What follows belongs to an exercise in optimizing a design on an open flow for small area, a short achievable clock period and few clock cycles per item; a production flow would make more cautious choices. RTL that was checked went through simulation tests only; none was proved equivalent to the original.

== rev 12 ==
// cxu_hexw
module cxu_hexw (
    input  wire         clk,
    input  wire         rst,         
    input  wire         cmd_valid,
    output wire         cmd_ready,
    input  wire [1:0]   layout,      
    input  wire [127:0] x,           
    input  wire         pv,          
    input  wire [31:0]  prec,        
    input  wire [63:0]  first,
    input  wire [63:0]  last,
    output reg          mem_we,
    output wire [63:0]  mem_addr,
    output wire [7:0]   mem_wdata,
    input  wire         mem_ack,
    output reg          done,
    output wire [3:0]   status,
    output wire [63:0]  cursor
);
export LEC_CHECK = 0
export ABC_AREA = 1
export CAP_MARGIN = 20
export CORE_MARGIN = 2
export CORE_UTILIZATION = 55
export SLEW_MARGIN = 20
export TNS_END_PERCENT = 0
create_clock -name core_clock -period 40.0 [get_ports {clk}]
standard.sh (not shown) runs the stock make flow with config.mk's settings and CLKGATE_MAP_FILE= SYNTH_SCRIPT=/design/flow/synth_recipe.tcl, a recipe that flattens the netlist after the stock synthesis.
==> flow/flow/run.sh <==
#!/bin/bash
# The standard layout (standard.sh: ORFS synthesis through finish), with two changes
# to how the layout is made; the clock, I/O delays and loads are unchanged:
#  - the timing repair steps aim for a large setup slack, so they work towards a short
#    achieved period instead of stopping once the 40 ns clock is met;
#  - every input and output port still gets its own buffer, but a plain buf_1 rather than
#    the delay cell buffer_ports picks by default.
# The make output goes to standard.log; ORFS's per-step logs stay under orfs/logs.
set -euo pipefail
export SETUP_SLACK_MARGIN=31
export BUFFER_PORTS_ARGS="-buffer_cell sky130_fd_sc_hd__buf_1"
bash standard.sh > standard.log 2>&1
Rev 12 finished end to end and its layout was clean on timing, DRC and antenna.
Testbench counts of rev 12, summed over its fixed seeds: cycles 54,901, items 3,200.
Setup changes, rev 12 to rev 13
-- flow/design.v --
<<< rev 12, line 103
    reg [63:0]  aq;          
    reg [63:0]  ad;          
    reg [1:0]   stq;
    reg [4:0]   jq;          
>>> rev 13, line 103
    reg [63:0]  aq;          
    reg [63:0]  ad;          
    reg         zc;          
    reg [1:0]   stq;
    reg [4:0]   jq;          
<<< rev 12, line 116
    assign cmd_ready = rdyq;
    assign mem_addr  = ad;
    assign cursor    = ad;
    assign mem_wdata = {1'b0, wd};
    assign status    = {2'b00, stq};
>>> rev 13, line 117
    assign cmd_ready = rdyq;
    assign mem_addr  = ad;
    assign cursor    = zc ? 64'd0 : ad;
    assign mem_wdata = {1'b0, wd};
    assign status    = {2'b00, stq};
<<< rev 12, line 298
            done   <= 1'b0;
            stq    <= 2'd0;
            ad     <= 64'd0;
        end else begin
            done <= 1'b0;
>>> rev 13, line 299
            done   <= 1'b0;
            stq    <= 2'd0;
            zc     <= 1'b1;
        end else begin
            done <= 1'b0;
<<< rev 12, line 305
                    if (cmd_valid && rdyq) begin
                        ad <= first;
                        rdyq   <= 1'b0;
                        st     <= S_MEAS;
>>> rev 13, line 306
                    if (cmd_valid && rdyq) begin
                        ad <= first;
                        zc     <= 1'b0;
                        rdyq   <= 1'b0;
                        st     <= S_MEAS;
==> notes.md <==
- Measured against each other, rev 13 and rev 12 differ in fraction of area in registers, the lower figure coming from rev 12.
- The run showing the smaller total number of nets in the final design is rev 12.
- Summary — number of storage elements in the synthesis netlist, rev 13 relative to rev 12: higher, by 1.
- Rev 12 vs rev 13, top layer used by detailed routing: met5 vs met4
- Taking rev 13 as 1.0, rev 12 lands at 1.08 on routed wire length on met3.
- Taking rev 12 as the reference point, the area overhead of the layout relative to synthesis of rev 13 rises by 0.84 points.
- Cmp rev 13 and rev 12 / total area of multi-input combinational cells / lower: rev 13
- Lower pre-CTS worst setup slack was reported by rev 12, not rev 13.
- Rev 13 against rev 12; number of signal-net inverters in the final layout is up by more than 10%.
- Compared to rev 12, rev 13 shows a narrower setup margin.
Only the layout flow was run in rev 13; the RTL was not checked for function there.


Another version of the RTL of cxu_hexw (not shown whole).
For scale: roughly 3,200 cells after synthesis, roughly 330 flip-flops, ~440 I/O pins.
==> flow/config.mk <==
export PLATFORM = sky130hd
export DESIGN_NAME = cxu_hexw
export DESIGN_NICKNAME = cxu_hexw
export VERILOG_FILES = /design/flow/design.v
export SDC_FILE = /design/flow/constraint.sdc
export NUM_CORES = 4
export LEC_CHECK = 0
export ABC_AREA = 1
export CAP_MARGIN = 20
export CORE_MARGIN = 2
export CORE_UTILIZATION = 55
export SLEW_MARGIN = 20
==> flow/constraint.sdc <==
create_clock -name core_clock -period 40.0 [get_ports {clk}]
set_input_delay 8.0000 -clock core_clock [delete_from_list [all_inputs] [get_ports {clk}]]
set_output_delay 8.0000 -clock core_clock [all_outputs]
set_load 0.01 [all_outputs]
Scripts as last shown in full above: flow/flow/run.sh
Then changed:
--- a/flow/design.v
+++ b/flow/design.v
@@ -187,19 +187,31 @@
             if (nzv[k]) tz = k[4:0];
     end
     wire        plo  = (cq[31:5] == 27'd0);
     wire        lt   = pvq && plo && lt5(cq[4:0], nn);
     wire [4:0]  dd   = nn - cq[4:0];         
     wire [4:0]  nf0  = nn - tz;
     wire [4:0]  tzm1 = tz - 5'd1;
     wire        nfnz = pvq ? (cq != 32'd0) : (tz != nn);
-    wire [5:0]  lsml = (pvq ? {5'd0, nfnz} : (nfnz ? {1'b0, nf0} + 6'd1 : 6'd0))
-                        + {5'd0, s} + 6'd3 + {3'd0, nd};
-    wire [33:0] len   = (pvq ? {2'd0, cq} : 34'd0) + {28'd0, lsml};
+    wire [5:0]  sm0  = (nfnz ? {1'b0, nf0} + 6'd1 : 6'd0) + {5'd0, s} + 6'd3 + {3'd0, nd};
+    wire [3:0]  sm1  = {3'd0, nfnz} + {3'd0, s} + 4'd3 + {1'd0, nd};
+    wire [4:0]  len1l = {1'b0, cq[3:0]} + {1'b0, sm1};
+    reg  [28:0] cqhi1;
+    reg         cqc;
+    always @(*) begin
+        cqc = 1'b1;
+        for (k = 4; k < 32; k = k + 1) begin
+            cqhi1[k-4] = cq[k] ^ cqc;
+            cqc        = cqc & cq[k];
+        end
+        cqhi1[28] = cqc;
+    end
+    wire [33:0] len1 = {len1l[4] ? cqhi1 : {1'b0, cq[31:4]}, len1l[3:0]};
+    wire [33:0] len  = (st == S_RND) ? len1 : {28'd0, sm0};
     reg  [63:0] fs, fk, fg, fp;
     reg  [7:0]  bg, bp;
     reg         fcy;
     integer     b;
     always @(*) begin
         for (k = 0; k < 64; k = k + 1) begin
             if (k < 34) begin
                 fs[k] = ad[k] ^ len[k] ^ ~aq[k];
@@ -240,17 +252,17 @@
     always @(*) begin
         for (k = 0; k < 28; k = k + 1)
             keep[k] = !lt5(k[4:0], dd);
         tc = 5'd31;
         for (k = 27; k >= 0; k = k - 1)
             if (!isf[k] && keep[k] && vmask[k]) tc = k[4:0];
     end
     wire upc  = rupa || (rg && ((dd == nn) ? jb : qn[0]));
-    wire cl   = (st == S_RND)  ? (upc && tc == 5'd31) :
+    wire cl   = (st == S_RND)  ? (lt && upc && tc == 5'd31) :
                 (st == S_EMIT) && up && tq == 5'd31;
     wire [1:0] lead = {1'b0, jb} + {1'b0, cl};
     wire       jlt = lt5(jq, tq);
     wire [3:0] qn1 = {qn[3] ^ (&qn[2:0]), qn[2] ^ (&qn[1:0]), qn[1] ^ qn[0], ~qn[0]};
     wire [3:0] fdig = zf ? 4'd0 :
                       (up && jlt) ? 4'd0 :
                       (up && jq == tq) ? qn1 : qn;
     function [6:0] hexd;
@@ -311,41 +323,49 @@
                 end
                 S_MEAS: begin
                     zf   <= 1'b0;
                     up   <= 1'b0;
                     tq   <= 5'd31;
                     kq   <= nd - 3'd1;
                     rg   <= qn[3];
                     rupa <= qn[3] && ((qn[2:0] != 3'd0) || lt5(tz, ridx));
-                    if (!fit) begin
+                    if (pvq) begin
+                        jq <= dd;
+                        st <= S_RND;
+                    end else if (!fit) begin
                         stq    <= 2'd2;
-                        ad <= aq;
+                        ad     <= aq;
                         done   <= 1'b1;
                         rdyq   <= 1'b1;
                         st     <= S_IDLE;
-                    end else if (lt) begin
-                        jq <= dd;
-                        st <= S_RND;
                     end else begin
                         jq     <= nn - 5'd1;
                         mem_we <= 1'b1;
                         wd     <= byte0;
                         pc     <= s ? P_SIGN : P_LEAD;
                         st     <= S_EMIT;
                     end
                 end
                 S_RND: begin
-                    up     <= upc;
+                    up     <= lt && upc;
                     tq     <= tc;
                     jq     <= nn - 5'd1;
-                    mem_we <= 1'b1;
-                    wd     <= byte0;
-                    pc     <= s ? P_SIGN : P_LEAD;
-                    st     <= S_EMIT;
+                    if (!fit) begin
+                        stq    <= 2'd2;
+                        ad     <= aq;
+                        done   <= 1'b1;
+                        rdyq   <= 1'b1;
+                        st     <= S_IDLE;
+                    end else begin
+                        mem_we <= 1'b1;
+                        wd     <= byte0;
+                        pc     <= s ? P_SIGN : P_LEAD;
+                        st     <= S_EMIT;
+                    end
                 end
                 default: begin   
                     if (mem_ack) begin
                         ad <= anext;
                         case (pc)
                             P_SIGN: begin
                                 pc <= P_LEAD;
                                 wd <= hexd({2'b00, lead});
Outcome: The changed run finished clean; cell count falls by 1.2%; global-route usage fell by 2.0 points; synthesized area rises by 0.45%; register-to-register slack is better by 1.4 ns; design area went down by 5.4%; via count came out lower by 4.7%; clock skew falls by 0.017 ns.
No functional check of the RTL was part of any run of this note.

re-timing with driven ports:
The results above use ideal ports. As a check the final layouts listed here were re-extracted and re-timed, cells and wires unchanged.
Step 1 sets driving cells, clkbuf_16 on the clock port and buf_2 on the other inputs (assumed; they add their load-dependent delay and slew).
Step 2 adds t to the input delays and takes it off the output delays; t is the mean of the earliest and latest rising clock arrival at the registers after step 1. Input paths then give back, and output paths get back, about the clock's delay inside the block.
Slacks: ideal ports / drivers / drivers and shift; pairs: ideal ports / drivers.
run | t, ns | slack for setup (ns) | latest minus earliest clock arrival (ns)
rev 12 | 0.613 | 30.909 / 30.850 / 30.465 | 0.025 / 0.025
rev 13 | 0.609 | 30.626 / 30.563 / 30.313 | 0.017 / 0.018
the first run of note 2 | 0.635 | 29.929 / 29.929 / 29.929 | 0.037 / 0.037
the second run of note 2 | 0.625 | 30.474 / 30.414 / 30.350 | 0.020 / 0.019
After both steps every run listed still meets setup and hold. The setup slack of rev 12, which loses most, moves by -0.059 ns with the drivers and by -0.444 ns with both steps.
